Context: an optimization exercise on an open-source flow, tuned for small area. The choices shown serve that exercise and are no tape-out recipe.
In this exercise RTL edits were held to simulation tests only and were not proved equivalent to the original.
No activity file was given, so power comes from the tool's default toggle rates. No driver is modelled on the clock port, so clocking that relies on it looks cheaper here than on a real chip.

### flow/run.sh
#!/bin/bash
# The standard layout (the standard.sh, all steps), with one change:
# clock tree synthesis does not add dummy loads to balance the leaf buffers.
set -euo pipefail
export CTS_ARGS="-sink_clustering_enable -repair_clock_nets -sink_clustering_size 30 -sink_clustering_max_diameter 90 -dont_use_dummy_load"
bash standard.sh > standard.log 2>&1
### standard.sh
#!/bin/bash
# synth_recipe.tcl (not shown) runs the flow's synth.tcl, then flattens the netlist and writes it again
# the make line also repeats each setting of config.mk as NAME=value (left out here)
make -C /OpenROAD-flow-scripts/flow DESIGN_CONFIG=/design/flow/config.mk WORK_HOME=/design/flow/orfs CLKGATE_MAP_FILE= SYNTH_SCRIPT=/design/flow/synth_recipe.tcl "${@:-finish}"
### config.mk
export PLATFORM = sky130hd
export DESIGN_NAME = rbc
export DESIGN_NICKNAME = rbc
export VERILOG_FILES = /design/flow/design.v
export SDC_FILE = /design/flow/constraint.sdc
export NUM_CORES = 4
export LEC_CHECK = 0
export CAP_MARGIN = 5
export CORE_MARGIN = 2
export CORE_UTILIZATION = 45
export CTS_CLUSTER_DIAMETER = 90
export CTS_CLUSTER_SIZE = 30
export SETUP_SLACK_MARGIN = 0.2
export SLEW_MARGIN = 5
export SYNTH_HIERARCHICAL = 1
export SYNTH_MINIMUM_KEEP_SIZE = 0
### constraint.sdc
create_clock -name core_clock -period 10.0 [get_ports {clk}]
set_input_delay 2.0000 -clock core_clock [delete_from_list [all_inputs] [get_ports {clk}]]
set_output_delay 2.0000 -clock core_clock [all_outputs]
set_load 0.01 [all_outputs]
### design.v
module rbc_aoi222 (input wire a1, a2, b1, b2, c1, c2, output wire y);
    assign y = ~((a1 & a2) | (b1 & b2) | (c1 & c2));
endmodule
module rbc_nand2 (input wire a, b, output wire y);
    assign y = ~(a & b);
endmodule
module rbc_aoi22 (input wire a1, a2, b1, b2, output wire y);
    assign y = ~((a1 & a2) | (b1 & b2));
endmodule
module rbc_nor2 (input wire a, b, output wire y);
    assign y = ~(a | b);
endmodule
module rbc #(
    parameter integer P_BUSY_GUARD     = 4,    
    parameter integer P_TSETTLE_MIN_MS = 10    
) (
    input  wire        clk,
    input  wire        rst_n,
    input  wire        ms_tick,
    input  wire        host_sel,
    input  wire        host_we,
    input  wire [8:0]  host_addr,
    input  wire [31:0] host_wdata,
    output wire [31:0] host_rdata,
    output wire        host_berr,
    output wire        nss_o,
    output wire        sck_o,
    output wire        sck_oe,
    output wire        mosi_o,
    output wire        mosi_oe,
    input  wire        miso_i,
    input  wire        busy_i,
    input  wire        dio1_i,
    output wire        nrst_oe,
    output wire        irq_radio_o,
    output wire        irq_ctl_o,
    output wire        crit_o
);
    localparam [3:0] PH_IDLE    = 4'd0,
                     PH_XPRE    = 4'd1,
                     PH_XSEL    = 4'd2,
                     PH_XSHIFT  = 4'd3,
                     PH_XGUARD  = 4'd4,
                     PH_XPOST   = 4'd5,
                     PH_RLOW    = 4'd6,
                     PH_RREL    = 4'd7,
                     PH_RSETTLE = 4'd8,
                     PH_FATAL   = 4'd15;
    localparam [1:0] RS_UNINIT   = 2'd0,
                     RS_MIDRESET = 2'd1,
                     RS_AWAKE    = 2'd2,
                     RS_ASLEEP   = 2'd3;
    localparam [2:0] ERR_NONE     = 3'd0,
                     ERR_OP       = 3'd1,
                     ERR_INFLIGHT = 3'd2,
                     ERR_STATE    = 3'd3,
                     ERR_SIZE     = 3'd4,
                     ERR_HIZ      = 3'd5,
                     ERR_FATAL    = 3'd6,
                     ERR_LOCK     = 3'd7;
    localparam [5:0] R_CMD      = 6'd0,
                     R_ADDR     = 6'd1,
                     R_STATUS   = 6'd2,
                     R_IRQEN    = 6'd3,
                     R_PINCTL   = 6'd4,
                     R_TRST_LOW = 6'd5,
                     R_TRST_REL = 6'd6,
                     R_TSETTLE  = 6'd7,
                     R_BUSY_TMO = 6'd8,
                     R_SCKDIV   = 6'd9,
                     R_WAKECFG  = 6'd10,
                     R_RXSTAT   = 6'd11;
    localparam [7:0]  GC_LAST     = P_BUSY_GUARD - 1;
    localparam [15:0] TSETTLE_MIN = P_TSETTLE_MIN_MS;
    reg        busy_s1, busy_s2;
    reg        dio_s1, dio_s2, dio_s3;
    reg [3:0]  ph;
    reg        busy_q;
    reg [1:0]  hp;              
    reg [8:0]  e_k;             
    reg [2:0]  bit_idx;
    reg [7:0]  sr;              
    reg [15:0] dc;              
    reg        sck_q, mosi_q;
    reg [1:0]  cl_op;
    reg [7:0]  cl_opc;
    reg [2:0]  cl_flags;        
    reg [8:0]  cl_size;
    reg [15:0] addr;
    reg        done, err, irqpend;
    reg [2:0]  errcode;
    reg [1:0]  fatalcause;
    reg [1:0]  rstate;
    reg [3:0]  irqen;           
    reg        hiz;
    reg [15:0] trst_low, trst_rel, tsettle, busy_tmo;
    reg [7:0]  sckdiv;
    reg [7:0]  wake_opc;
    reg [8:0]  wake_size;
    reg [7:0]  rxstat;
    reg [2047:0] dbuf;
    wire busyeng = busy_q;      
    wire fatal   = (ph == PH_FATAL);
    wire crit    = busyeng && !fatal;
    wire in_reset_seq = (ph == PH_RLOW) || (ph == PH_RREL) || (ph == PH_RSETTLE);
    assign crit_o      = crit;
    assign nss_o       = ~((ph == PH_XSEL) || (ph == PH_XSHIFT));
    assign sck_o       = sck_q;
    assign mosi_o      = mosi_q;
    assign nrst_oe     = (ph == PH_RLOW);
    assign sck_oe      = ~hiz;
    assign mosi_oe     = ~hiz;
    assign irq_radio_o = irqpend & irqen[0] & ~crit;
    assign irq_ctl_o   = (done & irqen[1]) | (err & irqen[2]) | (fatal & irqen[3]);
    wire       k_wake    = (cl_op == 2'd3);
    wire       k_xfer    = (cl_op == 2'd1);
    wire [7:0] d_opc     = k_wake ? wake_opc  : cl_opc;
    wire       d_dir     = k_wake | cl_flags[0];
    wire       d_hasaddr = ~k_wake & cl_flags[1];
    wire       d_sleep   = k_xfer & cl_flags[2];
    wire [8:0] d_size    = k_wake ? wake_size : cl_size;
    wire       h_misaligned = (host_addr[1:0] != 2'b00);
    wire       h_reserved   = ~host_addr[8] & (host_addr[7:2] >= 6'd12);
    wire       h_ok         = rst_n & host_sel & ~h_misaligned & ~h_reserved;
    wire       h_wr         = h_ok & host_we;
    wire       h_is_dbuf    = host_addr[8];
    wire [5:0] h_word       = host_addr[7:2];
    assign host_berr = rst_n & host_sel & (h_misaligned | h_reserved);
    wire wr_reg    = h_wr & ~h_is_dbuf;
    wire wr_cmd    = wr_reg & (h_word == R_CMD);
    wire wr_status = wr_reg & (h_word == R_STATUS);
    wire wr_irqen  = wr_reg & (h_word == R_IRQEN);
    wire wr_dbuf   = h_wr & h_is_dbuf;
    wire wr_lockable = wr_dbuf |
                       (wr_reg & ((h_word == R_ADDR)     || (h_word == R_PINCTL)   ||
                                  (h_word == R_TRST_LOW) || (h_word == R_TRST_REL) ||
                                  (h_word == R_TSETTLE)  || (h_word == R_BUSY_TMO) ||
                                  (h_word == R_SCKDIV)   || (h_word == R_WAKECFG)));
    wire lock_refuse = wr_lockable & busyeng;
    wire cfg_write   = wr_lockable & ~busyeng;
    wire [15:0] w_min     = (h_word == R_TSETTLE) ? TSETTLE_MIN : 16'd20;
    wire [15:0] w_clamped = (host_wdata[15:0] < w_min) ? w_min : host_wdata[15:0];
    wire [3:0] c_op    = host_wdata[3:0];
    wire [8:0] c_size  = host_wdata[28:20];
    wire       c_resv  = (host_wdata[7:4] != 4'd0) || host_wdata[19] ||
                         (host_wdata[31:29] != 3'd0);
    wire       c_illegal = c_resv || !((c_op == 4'h1) || (c_op == 4'h2) || (c_op == 4'h3));
    reg [2:0] c_code;
    always @* begin
        if (fatal)
            c_code = ERR_FATAL;
        else if (busyeng)
            c_code = ERR_INFLIGHT;
        else if (c_illegal)
            c_code = ERR_OP;
        else if (((c_op == 4'h1) || (c_op == 4'h3)) && hiz)
            c_code = ERR_HIZ;
        else if ((c_op == 4'h1) && (rstate != RS_AWAKE))
            c_code = ERR_STATE;
        else if ((c_op == 4'h3) && (rstate != RS_ASLEEP))
            c_code = ERR_STATE;
        else if ((c_op == 4'h1) && (c_size > 9'd256))
            c_code = ERR_SIZE;
        else
            c_code = ERR_NONE;
    end
    wire       cmd_refuse  = wr_cmd & (c_code != ERR_NONE);
    wire       cmd_accept  = wr_cmd & (c_code == ERR_NONE);
    wire       refuse      = cmd_refuse | lock_refuse;
    wire [2:0] refuse_code = cmd_refuse ? c_code : ERR_LOCK;
    wire [15:0] dc_inc     = dc + 16'd1;
    reg  [15:0] dc_target;
    always @* begin
        case (ph)
            PH_RLOW: dc_target = trst_low;
            PH_RREL: dc_target = trst_rel;
            PH_RSETTLE: dc_target = tsettle;
            PH_XSEL:    dc_target = {8'h00, sckdiv};
            PH_XSHIFT:  dc_target = {8'h00, sckdiv};
            PH_XGUARD:  dc_target = {8'h00, GC_LAST};
            default: dc_target = busy_tmo;
        endcase
    end
    wire        dc_hit     = (dc == dc_target);
    wire        bw_timeout = (busy_tmo != 16'd0) && dc_hit;
    wire [8:0] e_k_first = d_dir ? (d_hasaddr ? 9'h1FD : 9'h1FF)
                                 : (d_hasaddr ? 9'h1FE : 9'h000);
    wire [8:0] e_k_last  = d_size - {8'd0, d_dir};
    wire       last_byte = (e_k == e_k_last);
    wire half_end      = (ph == PH_XSHIFT) && dc_hit;
    wire bit_sampled   = half_end && sck_q;
    wire byte_received = bit_sampled && (bit_idx == 3'd0);
    wire rx_to_dbuf    = byte_received && d_dir && !e_k[8];
    wire rx_to_rxstat  = byte_received && (hp == 2'd0);
    wire [7:0] rx_byte = {sr[6:0], miso_i};
    wire [5:0] m_word = busyeng ? e_k[7:2] : h_word;
    reg [63:0] m_sel;
    integer w;
    always @* begin
        for (w = 0; w < 64; w = w + 1)
            m_sel[w] = (m_word == w);
    end
    wire [31:0] m_rd;
    genvar gb, gg, gl;
    generate
        for (gb = 0; gb < 32; gb = gb + 1) begin : g_rd
            wire [21:0] part;
            for (gg = 0; gg < 21; gg = gg + 1) begin : g_grp
                rbc_aoi222 u_aoi (
                    .a1(m_sel[3*gg]),     .a2(dbuf[32*(3*gg)     + gb]),
                    .b1(m_sel[3*gg + 1]), .b2(dbuf[32*(3*gg + 1) + gb]),
                    .c1(m_sel[3*gg + 2]), .c2(dbuf[32*(3*gg + 2) + gb]),
                    .y(part[gg]));
            end
            rbc_nand2 u_last (.a(m_sel[63]), .b(dbuf[32*63 + gb]), .y(part[21]));
            assign m_rd[gb] = ~&part;
        end
    endgenerate
    wire [3:0] lane_we = busyeng ? ({4{rst_n & rx_to_dbuf}} & (4'b0001 << e_k[1:0]))
                                 : {4{wr_dbuf}};
    wire [31:0] lane_d = busyeng ? {4{rx_byte}} : host_wdata;
    generate
        for (gg = 0; gg < 64; gg = gg + 1) begin : g_dbuf
            for (gl = 0; gl < 4; gl = gl + 1) begin : g_lane
                wire en;
                rbc_nor2 u_en (.a(~m_sel[gg]), .b(~lane_we[gl]), .y(en));
                always @(posedge clk)
                    if (en) dbuf[32*gg + 8*gl +: 8] <= lane_d[8*gl +: 8];
            end
        end
    endgenerate
    reg [7:0] m_byte;
    always @* begin
        case (e_k[1:0])
            2'd0: m_byte = m_rd[7:0];
            2'd1: m_byte = m_rd[15:8];
            2'd2: m_byte = m_rd[23:16];
            default: m_byte = m_rd[31:24];
        endcase
    end
    reg [7:0] fb_next;
    always @* begin
        if (d_hasaddr && (hp == 2'd0))
            fb_next = addr[15:8];
        else if (d_hasaddr && (hp == 2'd1))
            fb_next = addr[7:0];
        else if (!d_dir)
            fb_next = m_byte;
        else
            fb_next = 8'h00;
    end
    always @(posedge clk) begin
        if (!rst_n) begin
            busy_s1    <= 1'b0;
            busy_s2    <= 1'b0;
            dio_s1     <= 1'b0;
            dio_s2     <= 1'b0;
            dio_s3     <= 1'b0;
            ph         <= PH_IDLE;
            busy_q     <= 1'b0;
            sck_q      <= 1'b0;
            mosi_q     <= 1'b0;
            cl_op      <= 2'd0;
            cl_opc     <= 8'h00;
            cl_flags   <= 3'd0;
            cl_size    <= 9'd0;
            addr       <= 16'h0;
            done       <= 1'b0;
            err        <= 1'b0;
            errcode    <= ERR_NONE;
            fatalcause <= 2'd0;
            irqpend    <= 1'b0;
            rstate     <= RS_UNINIT;
            irqen      <= 4'h0;
            hiz        <= 1'b0;
            trst_low   <= 16'd20;
            trst_rel   <= 16'd20;
            tsettle    <= TSETTLE_MIN;
            busy_tmo   <= 16'd0;
            sckdiv     <= 8'd3;
            wake_opc   <= 8'hC0;
            wake_size  <= 9'd1;
            rxstat     <= 8'h00;
        end else begin
            busy_s1 <= busy_i;
            busy_s2 <= busy_s1;
            dio_s1  <= dio1_i;
            dio_s2  <= dio_s1;
            dio_s3  <= dio_s2;
            if (cfg_write && !h_is_dbuf) begin
                case (h_word)
                    R_ADDR:     addr     <= host_wdata[15:0];
                    R_PINCTL:   hiz      <= host_wdata[0];
                    R_TRST_LOW: trst_low <= w_clamped;
                    R_TRST_REL: trst_rel <= w_clamped;
                    R_TSETTLE:  tsettle  <= w_clamped;
                    R_BUSY_TMO: busy_tmo <= host_wdata[15:0];
                    R_SCKDIV:   sckdiv   <= host_wdata[7:0];
                    R_WAKECFG: begin
                        wake_opc  <= host_wdata[7:0];
                        wake_size <= (host_wdata[24:16] > 9'd256) ? 9'd256 : host_wdata[24:16];
                    end
                    default: ;
                endcase
            end
            if (wr_irqen)
                irqen <= host_wdata[3:0];
            if (wr_status) begin
                if (host_wdata[1]) done <= 1'b0;
                if (host_wdata[2]) begin
                    err     <= 1'b0;
                    errcode <= ERR_NONE;
                end
                if (host_wdata[4]) irqpend <= 1'b0;
            end
            if (refuse) begin
                if (!err) errcode <= refuse_code;
                err <= 1'b1;
            end
            if (cmd_accept) begin
                busy_q   <= 1'b1;
                cl_op    <= host_wdata[1:0];
                cl_opc   <= host_wdata[15:8];
                cl_flags <= host_wdata[18:16];
                cl_size  <= host_wdata[28:20];
                done    <= 1'b0;
                case (c_op)
                    4'h1: begin  
                        dc <= 16'd0;
                        ph <= PH_XPRE;
                    end
                    4'h3: begin  
                        sck_q   <= 1'b0;
                        mosi_q  <= wake_opc[7];
                        sr      <= wake_opc;
                        dc      <= 16'd0;
                        hp      <= 2'd0;
                        e_k     <= 9'h1FF;      
                        bit_idx <= 3'd7;
                        ph      <= PH_XSEL;
                    end
                    default: begin  
                        rstate  <= RS_MIDRESET;
                        irqpend <= 1'b0;
                        dc      <= 16'd0;
                        ph      <= PH_RLOW;
                    end
                endcase
            end
            case (ph)
                PH_XPRE: begin
                    if (!busy_s2) begin
                        sck_q   <= 1'b0;
                        mosi_q  <= d_opc[7];
                        sr      <= d_opc;
                        dc      <= 16'd0;
                        hp      <= 2'd0;
                        e_k     <= e_k_first;
                        bit_idx <= 3'd7;
                        ph      <= PH_XSEL;
                    end else if (ms_tick) begin
                        if (bw_timeout) begin
                            ph         <= PH_FATAL;
                            fatalcause <= 2'd1;
                        end else begin
                            dc <= dc_inc;
                        end
                    end
                end
                PH_XSEL: begin
                    if (dc_hit) begin
                        dc    <= 16'd0;
                        sck_q <= 1'b1;
                        ph    <= PH_XSHIFT;
                    end else begin
                        dc <= dc_inc;
                    end
                end
                PH_XSHIFT: begin
                    if (!dc_hit) begin
                        dc <= dc_inc;
                    end else begin
                        dc <= 16'd0;
                        if (sck_q) begin
                            sr    <= rx_byte;
                            sck_q <= 1'b0;
                            if (bit_idx != 3'd0)
                                mosi_q <= sr[6];
                            else begin
                                if (rx_to_rxstat)
                                    rxstat <= rx_byte;
                                if (!last_byte)
                                    mosi_q <= fb_next[7];
                                else
                                    mosi_q <= 1'b0;
                            end
                        end else begin
                            if (bit_idx != 3'd0) begin
                                bit_idx <= bit_idx - 3'd1;
                                sck_q   <= 1'b1;
                            end else if (!last_byte) begin
                                if (hp != 2'd2)
                                    hp  <= hp + 2'd1;
                                e_k     <= e_k + 9'd1;
                                bit_idx <= 3'd7;
                                sr      <= fb_next;
                                sck_q   <= 1'b1;
                            end else begin
                                ph    <= PH_XGUARD;
                            end
                        end
                    end
                end
                PH_XGUARD: begin
                    if (dc_hit) begin
                        if (d_sleep) begin
                            ph     <= PH_IDLE;
                            busy_q <= 1'b0;
                            done   <= 1'b1;
                            rstate <= RS_ASLEEP;
                        end else begin
                            dc <= 16'd0;
                            ph <= PH_XPOST;
                        end
                    end else begin
                        dc <= dc_inc;
                    end
                end
                PH_XPOST: begin
                    if (!busy_s2) begin
                        ph   <= PH_IDLE;
                        busy_q <= 1'b0;
                        done <= 1'b1;
                        if (k_wake)
                            rstate <= RS_AWAKE;
                    end else if (ms_tick) begin
                        if (bw_timeout) begin
                            ph         <= PH_FATAL;
                            fatalcause <= k_wake ? 2'd3 : 2'd2;
                        end else begin
                            dc <= dc_inc;
                        end
                    end
                end
                PH_RLOW: begin
                    if (ms_tick) begin
                        if (dc_hit) begin
                            dc     <= 16'd0;
                            ph     <= PH_RREL;
                        end else begin
                            dc <= dc_inc;
                        end
                    end
                end
                PH_RREL: begin
                    if (ms_tick) begin
                        if (dc_hit) begin
                            dc <= 16'd0;
                            ph <= PH_RSETTLE;
                        end else begin
                            dc <= dc_inc;
                        end
                    end
                end
                PH_RSETTLE: begin
                    if (ms_tick) begin
                        if (dc_hit) begin
                            ph     <= PH_IDLE;
                            busy_q <= 1'b0;
                            done   <= 1'b1;
                            rstate <= RS_AWAKE;
                        end else begin
                            dc <= dc_inc;
                        end
                    end
                end
                default: ;  
            endcase
            if (dio_s2 && !dio_s3 && irqen[0] && !in_reset_seq)
                irqpend <= 1'b1;
        end
    end
    wire [31:0] status_word = {12'h000, ph, 1'b0, errcode, fatalcause, rstate,
                               crit, dio_s2, busy_s2, irqpend, fatal, err, done, busyeng};
    wire [11:0] r_sel;
    assign r_sel[0] = ~h_is_dbuf & (h_word[3:0] == 4'd0);
    assign r_sel[1] = ~h_is_dbuf & (h_word[3:0] == 4'd1);
    assign r_sel[2] = ~h_is_dbuf & (h_word[3:0] == 4'd2);
    assign r_sel[3] = ~h_is_dbuf & (h_word[3:0] == 4'd3);
    assign r_sel[4] = ~h_is_dbuf & (h_word[3:0] == 4'd4);
    assign r_sel[5] = ~h_is_dbuf & (h_word[3:0] == 4'd5);
    assign r_sel[6] = ~h_is_dbuf & (h_word[3:0] == 4'd6);
    assign r_sel[7] = ~h_is_dbuf & (h_word[3:0] == 4'd7);
    assign r_sel[8] = ~h_is_dbuf & (h_word[3:0] == 4'd8);
    assign r_sel[9] = ~h_is_dbuf & (h_word[3:0] == 4'd9);
    assign r_sel[10] = ~h_is_dbuf & (h_word[3:0] == 4'd10);
    assign r_sel[11] = ~h_is_dbuf & (h_word[3:0] == 4'd11);
    wire [3:0] rp_0;
    rbc_aoi222 u_rd0_0 (.a1(r_sel[0]), .a2(cl_op[0]), .b1(r_sel[1]), .b2(addr[0]), .c1(r_sel[2]), .c2(busyeng), .y(rp_0[0]));
    rbc_aoi222 u_rd0_1 (.a1(r_sel[3]), .a2(irqen[0]), .b1(r_sel[4]), .b2(hiz), .c1(r_sel[5]), .c2(trst_low[0]), .y(rp_0[1]));
    rbc_aoi222 u_rd0_2 (.a1(r_sel[6]), .a2(trst_rel[0]), .b1(r_sel[7]), .b2(tsettle[0]), .c1(r_sel[8]), .c2(busy_tmo[0]), .y(rp_0[2]));
    rbc_aoi222 u_rd0_3 (.a1(r_sel[9]), .a2(sckdiv[0]), .b1(r_sel[10]), .b2(wake_opc[0]), .c1(r_sel[11]), .c2(rxstat[0]), .y(rp_0[3]));
    assign host_rdata[0] = (h_is_dbuf & m_rd[0]) | ~&rp_0;
    wire [3:0] rp_1;
    rbc_aoi222 u_rd1_0 (.a1(r_sel[0]), .a2(cl_op[1]), .b1(r_sel[1]), .b2(addr[1]), .c1(r_sel[2]), .c2(done), .y(rp_1[0]));
    rbc_aoi222 u_rd1_1 (.a1(r_sel[3]), .a2(irqen[1]), .b1(r_sel[5]), .b2(trst_low[1]), .c1(r_sel[6]), .c2(trst_rel[1]), .y(rp_1[1]));
    rbc_aoi222 u_rd1_2 (.a1(r_sel[7]), .a2(tsettle[1]), .b1(r_sel[8]), .b2(busy_tmo[1]), .c1(r_sel[9]), .c2(sckdiv[1]), .y(rp_1[2]));
    rbc_aoi22 u_rd1_3 (.a1(r_sel[10]), .a2(wake_opc[1]), .b1(r_sel[11]), .b2(rxstat[1]), .y(rp_1[3]));
    assign host_rdata[1] = (h_is_dbuf & m_rd[1]) | ~&rp_1;
    wire [3:0] rp_2;
    rbc_aoi222 u_rd2_0 (.a1(r_sel[1]), .a2(addr[2]), .b1(r_sel[2]), .b2(err), .c1(r_sel[3]), .c2(irqen[2]), .y(rp_2[0]));
    rbc_aoi222 u_rd2_1 (.a1(r_sel[5]), .a2(trst_low[2]), .b1(r_sel[6]), .b2(trst_rel[2]), .c1(r_sel[7]), .c2(tsettle[2]), .y(rp_2[1]));
    rbc_aoi222 u_rd2_2 (.a1(r_sel[8]), .a2(busy_tmo[2]), .b1(r_sel[9]), .b2(sckdiv[2]), .c1(r_sel[10]), .c2(wake_opc[2]), .y(rp_2[2]));
    rbc_nand2 u_rd2_3 (.a(r_sel[11]), .b(rxstat[2]), .y(rp_2[3]));
    assign host_rdata[2] = (h_is_dbuf & m_rd[2]) | ~&rp_2;
    wire [3:0] rp_3;
    rbc_aoi222 u_rd3_0 (.a1(r_sel[1]), .a2(addr[3]), .b1(r_sel[2]), .b2(fatal), .c1(r_sel[3]), .c2(irqen[3]), .y(rp_3[0]));
    rbc_aoi222 u_rd3_1 (.a1(r_sel[5]), .a2(trst_low[3]), .b1(r_sel[6]), .b2(trst_rel[3]), .c1(r_sel[7]), .c2(tsettle[3]), .y(rp_3[1]));
    rbc_aoi222 u_rd3_2 (.a1(r_sel[8]), .a2(busy_tmo[3]), .b1(r_sel[9]), .b2(sckdiv[3]), .c1(r_sel[10]), .c2(wake_opc[3]), .y(rp_3[2]));
    rbc_nand2 u_rd3_3 (.a(r_sel[11]), .b(rxstat[3]), .y(rp_3[3]));
    assign host_rdata[3] = (h_is_dbuf & m_rd[3]) | ~&rp_3;
    wire [2:0] rp_4;
    rbc_aoi222 u_rd4_0 (.a1(r_sel[1]), .a2(addr[4]), .b1(r_sel[2]), .b2(irqpend), .c1(r_sel[5]), .c2(trst_low[4]), .y(rp_4[0]));
    rbc_aoi222 u_rd4_1 (.a1(r_sel[6]), .a2(trst_rel[4]), .b1(r_sel[7]), .b2(tsettle[4]), .c1(r_sel[8]), .c2(busy_tmo[4]), .y(rp_4[1]));
    rbc_aoi222 u_rd4_2 (.a1(r_sel[9]), .a2(sckdiv[4]), .b1(r_sel[10]), .b2(wake_opc[4]), .c1(r_sel[11]), .c2(rxstat[4]), .y(rp_4[2]));
    assign host_rdata[4] = (h_is_dbuf & m_rd[4]) | ~&rp_4;
    wire [2:0] rp_5;
    rbc_aoi222 u_rd5_0 (.a1(r_sel[1]), .a2(addr[5]), .b1(r_sel[2]), .b2(busy_s2), .c1(r_sel[5]), .c2(trst_low[5]), .y(rp_5[0]));
    rbc_aoi222 u_rd5_1 (.a1(r_sel[6]), .a2(trst_rel[5]), .b1(r_sel[7]), .b2(tsettle[5]), .c1(r_sel[8]), .c2(busy_tmo[5]), .y(rp_5[1]));
    rbc_aoi222 u_rd5_2 (.a1(r_sel[9]), .a2(sckdiv[5]), .b1(r_sel[10]), .b2(wake_opc[5]), .c1(r_sel[11]), .c2(rxstat[5]), .y(rp_5[2]));
    assign host_rdata[5] = (h_is_dbuf & m_rd[5]) | ~&rp_5;
    wire [2:0] rp_6;
    rbc_aoi222 u_rd6_0 (.a1(r_sel[1]), .a2(addr[6]), .b1(r_sel[2]), .b2(dio_s2), .c1(r_sel[5]), .c2(trst_low[6]), .y(rp_6[0]));
    rbc_aoi222 u_rd6_1 (.a1(r_sel[6]), .a2(trst_rel[6]), .b1(r_sel[7]), .b2(tsettle[6]), .c1(r_sel[8]), .c2(busy_tmo[6]), .y(rp_6[1]));
    rbc_aoi222 u_rd6_2 (.a1(r_sel[9]), .a2(sckdiv[6]), .b1(r_sel[10]), .b2(wake_opc[6]), .c1(r_sel[11]), .c2(rxstat[6]), .y(rp_6[2]));
    assign host_rdata[6] = (h_is_dbuf & m_rd[6]) | ~&rp_6;
    wire [2:0] rp_7;
    rbc_aoi222 u_rd7_0 (.a1(r_sel[1]), .a2(addr[7]), .b1(r_sel[2]), .b2(crit), .c1(r_sel[5]), .c2(trst_low[7]), .y(rp_7[0]));
    rbc_aoi222 u_rd7_1 (.a1(r_sel[6]), .a2(trst_rel[7]), .b1(r_sel[7]), .b2(tsettle[7]), .c1(r_sel[8]), .c2(busy_tmo[7]), .y(rp_7[1]));
    rbc_aoi222 u_rd7_2 (.a1(r_sel[9]), .a2(sckdiv[7]), .b1(r_sel[10]), .b2(wake_opc[7]), .c1(r_sel[11]), .c2(rxstat[7]), .y(rp_7[2]));
    assign host_rdata[7] = (h_is_dbuf & m_rd[7]) | ~&rp_7;
    wire [2:0] rp_8;
    rbc_aoi222 u_rd8_0 (.a1(r_sel[0]), .a2(cl_opc[0]), .b1(r_sel[1]), .b2(addr[8]), .c1(r_sel[2]), .c2(rstate[0]), .y(rp_8[0]));
    rbc_aoi222 u_rd8_1 (.a1(r_sel[5]), .a2(trst_low[8]), .b1(r_sel[6]), .b2(trst_rel[8]), .c1(r_sel[7]), .c2(tsettle[8]), .y(rp_8[1]));
    rbc_nand2 u_rd8_2 (.a(r_sel[8]), .b(busy_tmo[8]), .y(rp_8[2]));
    assign host_rdata[8] = (h_is_dbuf & m_rd[8]) | ~&rp_8;
    wire [2:0] rp_9;
    rbc_aoi222 u_rd9_0 (.a1(r_sel[0]), .a2(cl_opc[1]), .b1(r_sel[1]), .b2(addr[9]), .c1(r_sel[2]), .c2(rstate[1]), .y(rp_9[0]));
    rbc_aoi222 u_rd9_1 (.a1(r_sel[5]), .a2(trst_low[9]), .b1(r_sel[6]), .b2(trst_rel[9]), .c1(r_sel[7]), .c2(tsettle[9]), .y(rp_9[1]));
    rbc_nand2 u_rd9_2 (.a(r_sel[8]), .b(busy_tmo[9]), .y(rp_9[2]));
    assign host_rdata[9] = (h_is_dbuf & m_rd[9]) | ~&rp_9;
    wire [2:0] rp_10;
    rbc_aoi222 u_rd10_0 (.a1(r_sel[0]), .a2(cl_opc[2]), .b1(r_sel[1]), .b2(addr[10]), .c1(r_sel[2]), .c2(fatalcause[0]), .y(rp_10[0]));
    rbc_aoi222 u_rd10_1 (.a1(r_sel[5]), .a2(trst_low[10]), .b1(r_sel[6]), .b2(trst_rel[10]), .c1(r_sel[7]), .c2(tsettle[10]), .y(rp_10[1]));
    rbc_nand2 u_rd10_2 (.a(r_sel[8]), .b(busy_tmo[10]), .y(rp_10[2]));
    assign host_rdata[10] = (h_is_dbuf & m_rd[10]) | ~&rp_10;
    wire [2:0] rp_11;
    rbc_aoi222 u_rd11_0 (.a1(r_sel[0]), .a2(cl_opc[3]), .b1(r_sel[1]), .b2(addr[11]), .c1(r_sel[2]), .c2(fatalcause[1]), .y(rp_11[0]));
    rbc_aoi222 u_rd11_1 (.a1(r_sel[5]), .a2(trst_low[11]), .b1(r_sel[6]), .b2(trst_rel[11]), .c1(r_sel[7]), .c2(tsettle[11]), .y(rp_11[1]));
    rbc_nand2 u_rd11_2 (.a(r_sel[8]), .b(busy_tmo[11]), .y(rp_11[2]));
    assign host_rdata[11] = (h_is_dbuf & m_rd[11]) | ~&rp_11;
    wire [2:0] rp_12;
    rbc_aoi222 u_rd12_0 (.a1(r_sel[0]), .a2(cl_opc[4]), .b1(r_sel[1]), .b2(addr[12]), .c1(r_sel[2]), .c2(errcode[0]), .y(rp_12[0]));
    rbc_aoi222 u_rd12_1 (.a1(r_sel[5]), .a2(trst_low[12]), .b1(r_sel[6]), .b2(trst_rel[12]), .c1(r_sel[7]), .c2(tsettle[12]), .y(rp_12[1]));
    rbc_nand2 u_rd12_2 (.a(r_sel[8]), .b(busy_tmo[12]), .y(rp_12[2]));
    assign host_rdata[12] = (h_is_dbuf & m_rd[12]) | ~&rp_12;
    wire [2:0] rp_13;
    rbc_aoi222 u_rd13_0 (.a1(r_sel[0]), .a2(cl_opc[5]), .b1(r_sel[1]), .b2(addr[13]), .c1(r_sel[2]), .c2(errcode[1]), .y(rp_13[0]));
    rbc_aoi222 u_rd13_1 (.a1(r_sel[5]), .a2(trst_low[13]), .b1(r_sel[6]), .b2(trst_rel[13]), .c1(r_sel[7]), .c2(tsettle[13]), .y(rp_13[1]));
    rbc_nand2 u_rd13_2 (.a(r_sel[8]), .b(busy_tmo[13]), .y(rp_13[2]));
    assign host_rdata[13] = (h_is_dbuf & m_rd[13]) | ~&rp_13;
    wire [2:0] rp_14;
    rbc_aoi222 u_rd14_0 (.a1(r_sel[0]), .a2(cl_opc[6]), .b1(r_sel[1]), .b2(addr[14]), .c1(r_sel[2]), .c2(errcode[2]), .y(rp_14[0]));
    rbc_aoi222 u_rd14_1 (.a1(r_sel[5]), .a2(trst_low[14]), .b1(r_sel[6]), .b2(trst_rel[14]), .c1(r_sel[7]), .c2(tsettle[14]), .y(rp_14[1]));
    rbc_nand2 u_rd14_2 (.a(r_sel[8]), .b(busy_tmo[14]), .y(rp_14[2]));
    assign host_rdata[14] = (h_is_dbuf & m_rd[14]) | ~&rp_14;
    wire [1:0] rp_15;
    rbc_aoi222 u_rd15_0 (.a1(r_sel[0]), .a2(cl_opc[7]), .b1(r_sel[1]), .b2(addr[15]), .c1(r_sel[5]), .c2(trst_low[15]), .y(rp_15[0]));
    rbc_aoi222 u_rd15_1 (.a1(r_sel[6]), .a2(trst_rel[15]), .b1(r_sel[7]), .b2(tsettle[15]), .c1(r_sel[8]), .c2(busy_tmo[15]), .y(rp_15[1]));
    assign host_rdata[15] = (h_is_dbuf & m_rd[15]) | ~&rp_15;
    wire [0:0] rp_16;
    rbc_aoi222 u_rd16_0 (.a1(r_sel[0]), .a2(cl_flags[0]), .b1(r_sel[2]), .b2(ph[0]), .c1(r_sel[10]), .c2(wake_size[0]), .y(rp_16[0]));
    assign host_rdata[16] = (h_is_dbuf & m_rd[16]) | ~&rp_16;
    wire [0:0] rp_17;
    rbc_aoi222 u_rd17_0 (.a1(r_sel[0]), .a2(cl_flags[1]), .b1(r_sel[2]), .b2(ph[1]), .c1(r_sel[10]), .c2(wake_size[1]), .y(rp_17[0]));
    assign host_rdata[17] = (h_is_dbuf & m_rd[17]) | ~&rp_17;
    wire [0:0] rp_18;
    rbc_aoi222 u_rd18_0 (.a1(r_sel[0]), .a2(cl_flags[2]), .b1(r_sel[2]), .b2(ph[2]), .c1(r_sel[10]), .c2(wake_size[2]), .y(rp_18[0]));
    assign host_rdata[18] = (h_is_dbuf & m_rd[18]) | ~&rp_18;
    wire [0:0] rp_19;
    rbc_aoi22 u_rd19_0 (.a1(r_sel[2]), .a2(ph[3]), .b1(r_sel[10]), .b2(wake_size[3]), .y(rp_19[0]));
    assign host_rdata[19] = (h_is_dbuf & m_rd[19]) | ~&rp_19;
    wire [0:0] rp_20;
    rbc_aoi22 u_rd20_0 (.a1(r_sel[0]), .a2(cl_size[0]), .b1(r_sel[10]), .b2(wake_size[4]), .y(rp_20[0]));
    assign host_rdata[20] = (h_is_dbuf & m_rd[20]) | ~&rp_20;
    wire [0:0] rp_21;
    rbc_aoi22 u_rd21_0 (.a1(r_sel[0]), .a2(cl_size[1]), .b1(r_sel[10]), .b2(wake_size[5]), .y(rp_21[0]));
    assign host_rdata[21] = (h_is_dbuf & m_rd[21]) | ~&rp_21;
    wire [0:0] rp_22;
    rbc_aoi22 u_rd22_0 (.a1(r_sel[0]), .a2(cl_size[2]), .b1(r_sel[10]), .b2(wake_size[6]), .y(rp_22[0]));
    assign host_rdata[22] = (h_is_dbuf & m_rd[22]) | ~&rp_22;
    wire [0:0] rp_23;
    rbc_aoi22 u_rd23_0 (.a1(r_sel[0]), .a2(cl_size[3]), .b1(r_sel[10]), .b2(wake_size[7]), .y(rp_23[0]));
    assign host_rdata[23] = (h_is_dbuf & m_rd[23]) | ~&rp_23;
    wire [0:0] rp_24;
    rbc_aoi22 u_rd24_0 (.a1(r_sel[0]), .a2(cl_size[4]), .b1(r_sel[10]), .b2(wake_size[8]), .y(rp_24[0]));
    assign host_rdata[24] = (h_is_dbuf & m_rd[24]) | ~&rp_24;
    wire [0:0] rp_25;
    rbc_nand2 u_rd25_0 (.a(r_sel[0]), .b(cl_size[5]), .y(rp_25[0]));
    assign host_rdata[25] = (h_is_dbuf & m_rd[25]) | ~&rp_25;
    wire [0:0] rp_26;
    rbc_nand2 u_rd26_0 (.a(r_sel[0]), .b(cl_size[6]), .y(rp_26[0]));
    assign host_rdata[26] = (h_is_dbuf & m_rd[26]) | ~&rp_26;
    wire [0:0] rp_27;
    rbc_nand2 u_rd27_0 (.a(r_sel[0]), .b(cl_size[7]), .y(rp_27[0]));
    assign host_rdata[27] = (h_is_dbuf & m_rd[27]) | ~&rp_27;
    wire [0:0] rp_28;
    rbc_nand2 u_rd28_0 (.a(r_sel[0]), .b(cl_size[8]), .y(rp_28[0]));
    assign host_rdata[28] = (h_is_dbuf & m_rd[28]) | ~&rp_28;
    assign host_rdata[29] = h_is_dbuf & m_rd[29];
    assign host_rdata[30] = h_is_dbuf & m_rd[30];
    assign host_rdata[31] = h_is_dbuf & m_rd[31];
endmodule
==> results of run 1 <==
==> per-stage QoR <==
step                      setup slack [ps]  cell area [µm²]  power (W)  TNS, ps
after floorplan                       3490            84300     0.0108        0
after global placement                -286            90500     0.0113     -300
after detailed placement              -211            90500     0.0113     -266
after CTS                              155            92900     0.0155        0
after global routing                   158            93000     0.0158        0
final                                  168            93000     0.0155        0
==> kinds of logic after synthesis <==
family / after synthesis
and+or+nand+nor: 1342
muxes: 39
adders and majority gates: 13
xor gates and xnor gates: 28
AOI/OAI and AO/OA: 1181
buffers and inverters: 268
DFF: 2247
==> per-layer routing <==
layer | track usage (%) | vias up | part of all wire, %
li1 | - | 22400 | -
met1 | 41.8 | 27900 | 38
met2 | 42.7 | 4059 | 44
met3 | 6.02 | 526 | 13
met4 | 12.3 | 12 | 4.8
met5 | 0 | - | 0.031
==> per-module statistics from Yosys, one instance, submodules excluded <==
module | copies in the design | area [µm²] | cells | flip-flops and latches
rbc_aoi222 | 716 | 10.0 | 1 | 0
rbc | 1 | 75900 | 4094 | 2247
rbc_nor2 | 256 | 3.75 | 1 | 0
rbc_nand2 | 45 | 3.75 | 1 | 0
rbc_aoi22 | 7 | 12.5 | 1 | 0
==> synthesized netlist by cell type, types with 5 or more instances <==
library cell / instances / share of area [%]
a22oi_1: 17 / 0.15
or2_2: 8 / 0.059
a211oi_1: 14 / 0.12
xor2_1: 9 / 0.094
xnor2_1: 19 / 0.20
a32oi_1: 5 / 0.052
a31oi_1: 17 / 0.13
edfxtp_1: 2085 / 74
o21ai_1: 14 / 0.083
a21o_1: 18 / 0.16
buf_4: 8 / 0.071
o31a_1: 5 / 0.052
nor3_1: 44 / 0.26
nand4_1: 186 / 1.4
and2_1: 26 / 0.19
dfxtp_1: 162 / 3.8
nand3_1: 74 / 0.44
nand4b_1: 6 / 0.062
inv_1: 126 / 0.56
clkbuf_2: 8 / 0.048
clkbuf_1: 100 / 0.45
a22oi_2: 7 / 0.10
and4_1: 34 / 0.35
nor4_1: 53 / 0.39
or3_1: 22 / 0.16
o21a_1: 6 / 0.053
mux2i_1: 38 / 0.45
nor2_1: 350 / 1.6
a222oi_1: 725 / 8.6
o22ai_1: 26 / 0.19
buf_2: 14 / 0.083
and3_1: 25 / 0.19
o21ai_0: 90 / 0.53
nand2b_1: 17 / 0.13
ha_1: 13 / 0.19
o211ai_1: 14 / 0.12
nor2b_1: 10 / 0.074
o31ai_1: 9 / 0.080
a221o_1: 6 / 0.071
nand2_1: 461 / 2.1
a21oi_1: 162 / 0.96
==> worst max-delay path, stage by stage <==
cell             delay (ps)
clkdlybuf4s50_1         660
or2_2                   370
o22ai_1                 240
and2_1                  480
nand2_1                 310
inv_1                   510
buf_4                   390
a222oi_1                610
nand4_1                 220
nor4_2                  640
buf_4                   220
nand4_1                 260
nand2_1                 250
nand2_1                  90
clkdlybuf4s50_1         560
==> cell type report <==
type | instances | area, µm² | share of cell area [%]
timing repair buffer | 401 | 3300 | 3.55
tap | 2480 | 3100 | 3.34
multi-input combinational | 2603 | 17900 | 19.2
clock buffer | 92 | 2300 | 2.48
sequential | 2247 | 65900 | 70.8
inverter | 130 | 498 | 0.536
antenna | 2 | 5.00 | 0.00538
==> where the power goes <==
part / internal (W) / switching, W
registers: 0.0103 / 0.0000183
clock network: 0.00165 / 0.00271
logic: 0.000214 / 0.000609
==> registers in the layout, indices dropped and copies added (netlist names), 9 cells and up <==
| register | cells |
|---|---|
| dc | 16 |
| wake_size | 9 |
| busy_tmo | 16 |
| cl_size | 9 |
| trst_low | 16 |
| e_k | 9 |
| tsettle | 16 |
| dbuf | 2048 |
| addr | 16 |
| trst_rel | 16 |
==> timing repair <==
item                       CTS  global route
gates resized for setup      9             7
pin swaps                    0             2
setup buffers                0             5
setup endpoints to repair    9             9
==> how the worst min path moves through the flow <==
stage	to	slack, ps
floorplan	busy_s2	410
global placement	busy_s2	420
detailed placement	dio_s2	430
CTS	dio_s2	450
global route	busy_s2	480
finish	dio_s2	450
==> summary.md, run 1 <==
| Metric | Value |
|---|---|
| Via density per instance | `just under 7` |
| Main combinational cell family by area after synthesis | `compound AO/OA/AOI/OAI gates` |
| Chip width | `~440 µm` |
| Synth Area in Compound Gates | `12.0%` |
| Crit path launch | `host_addr[3]` |
| Worst Max-Slew Pin Slew | `between 1000 and 1500 ps` |
| Final cycle utilization of the critical path | `between 90% and 100%` |
| Reg-to-reg endpoint | `sr[5]` |
| Hold path depth | `1` |
| Final wirelength | `284 mm` |
| Reg-to-reg startpoint | `busy_q` |
| TritonCTS clock tree | `done` |
| Placed Cells | `around 7900` |
| Synth Instances | `roughly 5000` |
| Die Y | `roughly 440 µm` |
| Max Freq | `102 MHz` |
| Tmin final | `about 10000 ps` |
| Setup Skew | `69.8 ps` |
| Vias in the first global route | `between 50000 and 60000` |
| Ports | `between 90 and 100` |
| Initial drt markers | `around 12000` |
| Final Setup Violations | `0` |
| Flop-to-flop setup slack | `roughly 2300 ps` |
| Antenna violation net count after detailed routing | `0` |
| CP Max Fanout | `23` |
| Fin. max-slew vios | `0` |
| Post-synthesis adder-cell area fraction | `less than 1%` |
| Worst-path clk slew | `roughly 70 ps` |
| Via Count | `roughly 55000` |
| Filler-free cell count of the finished design | `just under 8000` |
| Post-synthesis instance area | `between 0.08 and 0.09 mm²` |
| Hold-fix buffers, CTS | `0` |
| Commonest register cell after synthesis | `edfxtp_1` |
| Power Dens Cells | `166 mW/mm²` |
| Number of synthesis warnings | `7` |
| Syn avg cell area | `between 15 and 20 µm²` |
| Std-Cell Rows | `158` |
| Cell variety after synth | `just under 90` |
| Endpoint class of the critical path | `output pin` |
| Total track usage | `28.9%` |
| Most common cell after layout, fill and taps aside | `edfxtp_1` |
| Simple-Gate Fraction of Synth Area | `under 10%` |
| CP endpoint | `host_rdata[17]` |
| Largest net degree at the start of global routing | `80` |
| EDFF count, synth | `between 2000 and 2500` |
| Crit Path Category | `in -> out` |
| Clk sinks | `about 2200` |
| Critical path required time | `8000 ps` |
| Share of layout cells above drive strength 1 | `slightly above 9%` |
| Register bit count reported by yosys | `approximately 2200` |
| First-pass GRT wire length | `between 300 and 400 mm` |
| Port bufs | `90` |
| Core area | `about 0.19 mm²` |
| H-tree Lvls | `3` |
| Post-Syn Nets | `a little over 5000` |
| Inserted Clock Buffers | `between 90 and 100` |
| DR pass1 iterations | `14` |
| RSZ-0062 raised after global routing | `yes` |
| Bufs on Longest Clock Path | `3` |
| Ys async rst share | `0%` |
| Startpoint Class | `input pin` |
| Max_cap viols | `0` |
| Starting Density | `a little under half` |
| R2R depth | `21` |
| Filler cells | `between 15000 and 20000` |
| Placer Congestion | `1.03` |
| Nets@finish | `approximately 5500` |
| Die area | `between 0.15 and 0.2 mm²` |
| XOR/XNOR Fraction of Synth Area | `0.291%` |
| DRC Markers | `0` |
| Post-synthesis mux area share | `less than 1%` |
| Peak VDD IR | `approximately 0.15 mV` |
| Routed wire per std cell | `roughly 36 µm` |
| Grt total ovfl | `0` |
| Post-synthesis sequential area ratio | `approximately 78%` |
| Hold WS | `~450 ps` |
| Relative max-transition margin | `about a fifth` |
| Root buffer selected by CTS | `clkbuf_16` |
| Final hold violation count | `0` |
| Final core utilization | `between 50 and 60%` |
| Worst-Skew Late Latency | `~790 ps` |
| Most frequent cells in the layout | `2085 x edfxtp_1, 725 x a222oi_1, 461 x nand2_1` |
| Leakage | `approximately 29 nW` |
| Outcome | `finished clean` |
| Hold crit path type | `reg -> reg` |
| Hpwl dp | `roughly 190 mm` |
| Initial antenna violation count | `20` |
| Growth of design area from synthesis to finish | `10.3%` |
| WP data arrival | `7830 ps` |
| Hold Path Origin | `dio_s1` |
==> inputs of run 2 (changes only) <==
--- a/design.v
+++ b/design.v
@@ -140,4 +140,7 @@
     wire cfg_write   = wr_lockable & ~busyeng;
-    wire [15:0] w_min     = (h_word == R_TSETTLE) ? TSETTLE_MIN : 16'd20;
-    wire [15:0] w_clamped = (host_wdata[15:0] < w_min) ? w_min : host_wdata[15:0];
+    wire [4:0]  w_min     = (h_word == R_TSETTLE) ? TSETTLE_MIN[4:0] : 5'd20;
+    wire        w_small   = (host_wdata[15:5] == 11'd0) && (host_wdata[4:0] < w_min);
+    wire [15:0] w_clamped = {host_wdata[15:5], w_small ? w_min : host_wdata[4:0]};
+    wire        ws_big    = host_wdata[24] && (host_wdata[23:16] != 8'd0);
+    wire [8:0]  ws_clamped = {host_wdata[24], ws_big ? 8'd0 : host_wdata[23:16]};
     wire [3:0] c_op    = host_wdata[3:0];
@@ -161,3 +164,3 @@
             c_code = ERR_STATE;
-        else if ((c_op == 4'h1) && (c_size > 9'd256))
+        else if ((c_op == 4'h1) && c_size[8] && (c_size[7:0] != 8'd0))    
             c_code = ERR_SIZE;
@@ -300,3 +303,3 @@
                         wake_opc  <= host_wdata[7:0];
-                        wake_size <= (host_wdata[24:16] > 9'd256) ? 9'd256 : host_wdata[24:16];
+                        wake_size <= ws_clamped;
                     end
==> flow/run.sh (replaced) <==
#!/bin/bash
# The standard layout (the standard.sh, all steps), with two changes:
# clock tree synthesis does not add dummy loads to balance the leaf buffers,
# and after global routing non-critical gates are downsized (RECOVER_POWER).
set -euo pipefail
export CTS_ARGS="-sink_clustering_enable -repair_clock_nets -sink_clustering_size 30 -sink_clustering_max_diameter 90 -dont_use_dummy_load"
export RECOVER_POWER=100
bash standard.sh > standard.log 2>&1
--- a/config.mk
+++ b/config.mk
@@ -9,5 +9,6 @@
 export CORE_MARGIN = 2
-export CORE_UTILIZATION = 45
+export CORE_UTILIZATION = 55
 export CTS_CLUSTER_DIAMETER = 90
 export CTS_CLUSTER_SIZE = 30
+export PLACE_DENSITY = 0.65
 export SETUP_SLACK_MARGIN = 0.2
==> summary.md, run 2 <==
| Metric | Value |
|---|---|
| Growth of design area from synthesis to finish | `8.45%` |
| Reg with most FFs | `dbuf` |
| Port bufs | `90` |
| Met2 Wirelength | `120 mm` |
| Hold-fix buffers, CTS | `0` |
| Post-Syn Nets | `just over 5000` |
| Clk sinks | `roughly 2200` |
| Final cycle utilization of the critical path | `101%` |
| Placer Congestion | `approximately 1.0` |
| Worst-path clk slew | `about 90 ps` |
| Final Setup Violations | `2` |
| Register bit count reported by yosys | `2247` |
| Synth Instances | `between 5000 and 6000` |
| First-pass GRT wire length | `367 mm` |
| DRC Markers | `0` |
| Placed Cells | `between 7000 and 8000` |
| Share of layout cells above drive strength 1 | `under 10%` |
| Inserted Clock Buffers | `91` |
| Reg-to-reg startpoint | `busy_q` |
| Hold crit path type | `reg -> reg` |
| Nets@finish | `5399` |
| Power Dens Cells | `between 150 and 200 mW/mm²` |
| Initial antenna violation count | `8` |
| Leading area contributor after synthesis | `edfxtp_1` |
| Endpoint class of the critical path | `output pin` |
| Syn avg cell area | `between 15 and 20 µm²` |
| Metal-1 WL | `95.1 mm` |
| Initial drt markers | `10600` |
| Peak VDD IR | `0.143 mV` |
| R2R depth | `3` |
| Max_cap viols | `50` |
| CP Max Fanout | `17` |
| Startpoint Class | `input pin` |
| Outcome | `complete, but fails checks` |
| Final core utilization | `about three fifths` |
| Count leader, synth | `edfxtp_1` |
| Critical path required time | `around 8000 ps` |
| Min-Delay Endpoint | `busy_s2` |
| Bufs on Longest Clock Path | `3` |
| Starting Density | `between 50% and 60%` |
| Root buffer selected by CTS | `clkbuf_16` |
| Synth top cells by count | `2085 x edfxtp_1, 726 x a222oi_1, 415 x nor2_1` |
| Setup Skew | `~63 ps` |
| Flop-to-flop setup slack | `~1000 ps` |
| Ports | `between 90 and 100` |
| Relative max-transition margin | `-265%` |
| RSZ-0062 raised after global routing | `no` |
| Leakage | `roughly 28 nW` |
| Ys async rst share | `0%` |
| Post-route worst setup slack | `-128 ps` |
| Cell variety after synth | `90` |
| Reg-to-reg endpoint | `dbuf[725]` |
| Die area | `between 0.15 and 0.2 mm²` |
| Met3 WL | `about 32 mm` |
| Tmin final | `a little over 10000 ps` |
| Post-synth top area share | `between 70 and 80%` |
| Fin. max-slew vios | `2318` |
| Worst Max-Slew Pin Slew | `~5400 ps` |
| Number of synthesis warnings | `7` |
| Crit Path Category | `in -> out` |
| Commonest register cell after synthesis | `edfxtp_1` |
| WP data arrival | `just over 8000 ps` |
| Hold Path Origin | `busy_s1` |
| Most common cell after layout, fill and taps aside | `edfxtp_1` |
| TritonCTS clock tree | `done` |
| Pre-CTS setup slack | `about 340 ps` |
| Violated checks | `max-capacitance violations, max-slew violations, negative setup slack` |
| Final hold violation count | `0` |
| Routed wire per std cell | `between 30 and 40 µm` |
| Post-route design area | `0.0914 mm²` |
| Ranking of synthesized cells by area | `edfxtp_1 74%, a222oi_1 8.6%, dfxtp_1 3.8%` |
| DR pass1 iterations | `10` |
| Via density per instance | `7.22` |
| Std-Cell Rows | `about 140` |
| Via Count | `approximately 53000` |
| Post-synthesis sequential area ratio | `roughly 80%` |
| Antenna violation net count after detailed routing | `0` |
| Die Y | `about 400 µm` |
| Post-synthesis instance area | `0.0843 mm²` |
| H-tree Lvls | `3` |
| Filler-free cell count of the finished design | `7371` |
| Total track usage | `between 30% and 40%` |
| Core area | `roughly 0.15 mm²` |
| Largest net degree at the start of global routing | `just over 80` |
| EDFF count, synth | `2085` |
| Max Freq | `around 99 MHz` |
| Flip-flop count of the largest register after layout | `slightly above 2000` |
| DR top layer | `met5` |
| Final setup TNS | `-128 ps` |
| Vias in the first global route | `50000` |
| Hold path depth | `1` |
| Hpwl dp | `around 170 mm` |
| Final wirelength | `roughly 260 mm` |
| Most frequent cells in the layout | `2085 x edfxtp_1, 726 x a222oi_1, 413 x nor2_1` |
| Chip width | `just under 400 µm` |
| Grt total ovfl | `0` |
| Cell area after placement | `just under 0.09 mm²` |
| Worst-Skew Late Latency | `760 ps` |
## run 2: cell types whose count changed after synthesis, moves of 9 or more
cell      delta
nand2_1     -73
nor2_1      +65
nand3_1     -31
mux2i_1     +29
a21oi_1     -21
nor3_1      -21
o211ai_1    +13
o21ai_1     -11
a41o_1       +9
o21ai_0      -9
or3_1        -9
## run 2: worst max-delay path by stage
stage | start | to | slack, ps | cells past startpoint
after global routing | host_addr[5] | host_rdata[15] | 140 | 15
final | host_addr[7] | host_rdata[10] | -130 | 13
after CTS | host_addr[7] | host_rdata[22] | 300 | 12
after detailed placement | host_addr[7] | host_rdata[22] | 340 | 12
after global placement | host_addr[7] | host_rdata[22] | 350 | 12
after floorplan | host_addr[6] | host_rdata[13] | 3750 | 10
## run 2: final cells by class
| class | instances | area (µm²) |
|---|---|---|
| Tap cell | 2030 | 2540 |
| Fill cell | 11400 | 60700 |
| Multi-Input combinational cell | 2547 | 17700 |
| Antenna cell | 6 | 15.0 |
| Clock buffer | 91 | 2280 |
| Timing Repair Buffer | 317 | 2510 |
| Inverter | 133 | 502 |
| Sequential cell | 2247 | 65900 |
## run 2: stage by stage
step	hold WS, ps	power, W
6_report	454	0.0153
4_1_cts	454	0.0153
5_1_grt	461	0.0157
2_1_floorplan	412	0.0108
3_5_place_dp	420	0.0112
3_3_place_gp	424	0.0112
## run 2: worst max-delay path, cell delays in order
cell and delay (ps):
clkdlybuf4s50_1 650, nor3b_1 260, a21o_1 530, nand2_1 440
inv_1 170, buf_4 260, a222oi_1 610, nand4_1 310
nor4_1 1200, nand4_1 570, nand2_1 320, nand4_1 220
clkdlybuf4s50_1 540
## run 2: metal layers
| layer | track usage (%) | vias up |
|---|---|---|
| met5 | 0 | - |
| met4 | 16.8 | 2 |
| met3 | 6.32 | 503 |
| met2 | 50.1 | 3709 |
| met1 | 45.6 | 27000 |
| li1 | - | 22000 |
## run 2: what timing repair did
| item | 4_1_cts | 5_1_grt |
|---|---|---|
| setup endpoints to repair | 0 | 1 |
| gates resized for setup | 0 | 1 |
| setup buffers | 0 | 0 |
## run 2: report_power, final
| group | total (W) | internal, W | switching [W] |
|---|---|---|---|
| clock | 0.00433 | 0.00164 | 0.00269 |
| combinational | 0.000709 | 0.000171 | 0.000538 |
| sequential | 0.0103 | 0.0103 | 0.0000173 |
| total | 0.0153 | 0.0121 | 0.00325 |
## run 2: cells by family after synthesis
logic type                 count (synthesis)  share of synthesized area [%]
DFF                                     2247                           78.2
and+or+nand+nor                         1278                           7.27
adders and majority gates                 13                          0.193
AOI/OAI and AO/OA                       1152                           11.9
buffers and inverters                    258                           1.24
xor gates and xnor gates                  34                          0.370
muxes                                     70                          0.836
## run 2: per-module statistics from Yosys (local to each module, per instance)
module	copies in the design	flip-flops and latches	cells inside	cell area (µm²)
rbc	1	2247	4028	75900
rbc_aoi22	7	0	1	12.5
rbc_aoi222	716	0	1	10.0
rbc_nor2	256	0	1	3.75
rbc_nand2	45	0	1	3.75
==> inputs of run 3 (changes only) <==
==> flow/run.sh (replaced) <==
#!/bin/bash
# The standard layout (the standard.sh, all steps), with two changes:
# - every port still gets its own buffer, but a plain buf_2 rather than the
#   slow delay cell that buffer_ports picks by default;
# - clock tree synthesis does not add dummy loads to balance the leaf buffers.
set -euo pipefail
export BUFFER_PORTS_ARGS="-buffer_cell sky130_fd_sc_hd__buf_2"
export CTS_ARGS="-sink_clustering_enable -repair_clock_nets -sink_clustering_size 30 -sink_clustering_max_diameter 90 -dont_use_dummy_load"
bash standard.sh > standard.log 2>&1
==> summary.md, run 3 <==
| Metric | Value |
|---|---|
| Most frequent cells in the layout | `2085 x edfxtp_1, 726 x a222oi_1, 414 x nor2_1` |
| Reg-to-reg endpoint | `dbuf[171]` |
| Syn avg cell area | `16.7 µm²` |
| Placed Cells | `slightly above 7000` |
| Hold path depth | `1` |
| Vias in the first global route | `49400` |
| Reg with most FFs | `dbuf` |
| Max Freq | `roughly 110 MHz` |
| Fin. max-slew vios | `0` |
| Reg-to-reg startpoint | `ph[2]` |
| Filler-free cell count of the finished design | `approximately 7300` |
| Worst-Skew Late Latency | `around 760 ps` |
| Die Y | `about 400 µm` |
| Ys async rst share | `0%` |
| Routed wire per std cell | `about 35 µm` |
| Register bit count reported by yosys | `around 2200` |
| Antenna violation net count after detailed routing | `0` |
| Total track usage | `between 30 and 40%` |
| Post-synthesis instance area | `between 0.08 and 0.09 mm²` |
| Std-Cell Rows | `143` |
| Bufs on Longest Clock Path | `3` |
| Cell variety after synth | `90` |
| Final Setup Violations | `0` |
| Final core utilization | `roughly 60%` |
| Filler cells | `between 10000 and 15000` |
| Startpoint Class | `input pin` |
| Count leader, synth | `edfxtp_1` |
| Most common cell after layout, fill and taps aside | `edfxtp_1` |
| R2R depth | `13` |
| Postcts setup bufs | `0` |
| Final setup TNS | `0 ps` |
| Nets@finish | `~5400` |
| FF+latch area | `0.0659 mm²` |
| Root buffer selected by CTS | `clkbuf_16` |
| Post-synth top area share | `about 74%` |
| CP Max Fanout | `17` |
| Port bufs | `90` |
| Inserted Clock Buffers | `around 90` |
| Initial antenna violation count | `7` |
| Post-Syn Nets | `5114` |
| Share of layout cells above drive strength 1 | `8.58%` |
| Area occupied by multi-input gates | `about 0.018 mm²` |
| Hpwl dp | `~170 mm` |
| Starting Density | `55.4%` |
| Commonest register cell after synthesis | `edfxtp_1` |
| Critical path required time | `8000 ps` |
| Largest net degree at the start of global routing | `slightly above 90` |
| Peak VDD IR | `roughly 0.14 mV` |
| Ranking of synthesized cells by area | `edfxtp_1 74%, a222oi_1 8.6%, dfxtp_1 3.8%` |
| First-pass GRT wire length | `around 360 mm` |
| WP data arrival | `7130 ps` |
| Via Count | `53300` |
| Die area | `~0.16 mm²` |
| Core area | `0.152 mm²` |
| Final cycle utilization of the critical path | `between 90% and 100%` |
| Power Dens Cells | `168 mW/mm²` |
| Outcome | `finished clean` |
| Flop-to-flop setup slack | `3140 ps` |
| # resized after CTS | `0` |
| Worst-path clk slew | `about 100 ps` |
| Growth of design area from synthesis to finish | `7.73%` |
| Clk sinks | `around 2200` |
| Final hold violation count | `0` |
| Leading area contributor after synthesis | `edfxtp_1` |
| RSZ-0062 raised after global routing | `no` |
| Hold crit path type | `reg -> reg` |
| Synth top cells by count | `2085 x edfxtp_1, 726 x a222oi_1, 415 x nor2_1` |
| Grt total ovfl | `0` |
| Post-synthesis sequential area ratio | `slightly below 80%` |
| Worst Max-Slew Pin Slew | `1290 ps` |
| DRC Markers | `0` |
| Hold Path Origin | `busy_s1` |
| Synth Instances | `just over 5000` |
| Leakage | `approximately 28 nW` |
| Hold-fix buffers, CTS | `0` |
| DR pass1 iterations | `10` |
| Placer Congestion | `about 1.0` |
| Endpoint class of the critical path | `output pin` |
| Relative max-transition margin | `13.5%` |
| Tmin final | `between 9000 and 10000 ps` |
| Final wirelength | `approximately 260 mm` |
| Number of synthesis warnings | `7` |
| Crit Path Category | `in -> out` |
| Post-route worst setup slack | `approximately 870 ps` |
| Ports | `91` |
| Max_cap viols | `0` |
| Via density per instance | `roughly 7.3` |
| Setup Skew | `64.9 ps` |
| Min-Delay Endpoint | `busy_s2` |
| H-tree Lvls | `3` |
| Chip width | `395 µm` |
| EDFF count, synth | `2085` |
| Flip-flop count of the largest register after layout | `between 2000 and 2500` |
| Initial drt markers | `between 10000 and 15000` |
| Pre-CTS setup slack | `805 ps` |
| TritonCTS clock tree | `done` |
-- run 3: cell count changes in the layout (fill, tap and decap cells not counted), moves of 10 or more --
cell / delta
buf_2: +88
clkdlybuf4s50_1: -62
buf_4: +10
dlygate4sd3_1: -27
clkbuf_1: -43
-- run 3: critical path, cell delays in order --
cell	delay, ps
buf_2	160
nand2b_1	330
o22ai_1	120
and2_1	380
nand2_1	290
inv_1	400
buf_4	370
a222oi_1	430
nand4_1	440
nor4_2	910
buf_4	240
nand4_1	210
nand2_1	440
nand4_1	180
buf_2	200
-- run 3: cell type report --
| type | count | area share (%) |
|---|---|---|
| repair buffers | 277 | 2.05 |
| clock buffers | 88 | 2.43 |
| inverters | 133 | 0.553 |
| diodes | 2 | 0.00551 |
| well taps | 2030 | 2.80 |
| flip-flops and latches | 2247 | 72.6 |
| multi-input cells | 2547 | 19.6 |
-- run 3: per-module statistics from Yosys, one instance, submodules excluded --
module / cells inside / cell area (µm²) / flip-flops and latches
rbc_aoi222: 1 / 10.0 / 0
rbc_nor2: 1 / 3.75 / 0
rbc_aoi22: 1 / 12.5 / 0
rbc_nand2: 1 / 3.75 / 0
rbc: 4028 / 75900 / 2247
-- run 3: cell families (layout without fill, tap and decap cells) --
family                     Yosys count  after routing  share of synthesized area, %
muxes                               70             70                         0.836
buffers and inverters              258            498                          1.24
adders and majority gates           13             13                         0.193
and+or+nand+nor                   1278           1278                          7.27
xor gates and xnor gates            34             34                         0.370
AOI/OAI and AO/OA                 1152           1152                          11.9
other                                0              2                             0
DFF                               2247           2247                          78.2
-- run 3: power by group --
part	total, W	internal (W)	leakage (nW)	switching (W)
sequential	0.0103	0.0103	20.1	0.0000173
combinational	0.000703	0.000163	6.91	0.000540
clock	0.00424	0.00159	1.08	0.00265
-- run 3: layer usage --
metal  wire, µm  GRT usage (%)  share of wire, %
met1      94600           46.0                36
met2     115000           48.4                44
met3      33600           6.47                13
met4      16600           17.0               6.4
met5          8              0            0.0031
-- run 3: through the flow --
step	hold slack, ps	instance area [µm²]	total power (W)
floorplan	412	84300	0.0108
global placement	422	88500	0.0112
detailed placement	427	88500	0.0112
CTS	450	90700	0.0152
global route	484	90800	0.0155
finish	447	90800	0.0152
-- run 3: how the worst max path moves through the flow --
stage,slack [ps],end,startpoint
after detailed placement,800,host_rdata[6],host_addr[3]
after floorplan,3750,host_rdata[13],host_addr[6]
after global placement,900,host_rdata[6],host_addr[3]
after CTS,770,host_rdata[6],host_addr[3]
after global routing,820,host_rdata[12],host_addr[5]
final,870,host_rdata[12],host_addr[3]

afterwards: timing with drivers on the ports:
Ports are ideal in the flow. The routed layouts listed here were re-timed in OpenROAD. Step 1, drivers: a clkbuf_16 drives clk and a buf_2 each remaining input, both assumed. Step 2, shift: input delay + t, output delay - t, t = (earliest + latest rising clock arrival at the registers) / 2. This alone moves slack from input paths to output paths. a / b / c = ideal ports / drivers / drivers and shift; a / b = the first two.
run | t (ns) | slack for setup (ns) | worst data-port slew with drivers (ns) | cell pins on the clock port's net
run 1 | 0.832 | 0.168 / 0.109 / 0.109 | 0.06 | 1
run 2 | 0.806 | -0.128 / -0.152 / -0.190 | 0.04 | 1
run 3 | 0.800 | 0.868 / 0.844 / 0.844 | 0.16 | 1
The setup slack of run 2, which loses most, moves by -0.024 ns with the drivers and by -0.062 ns with both steps.
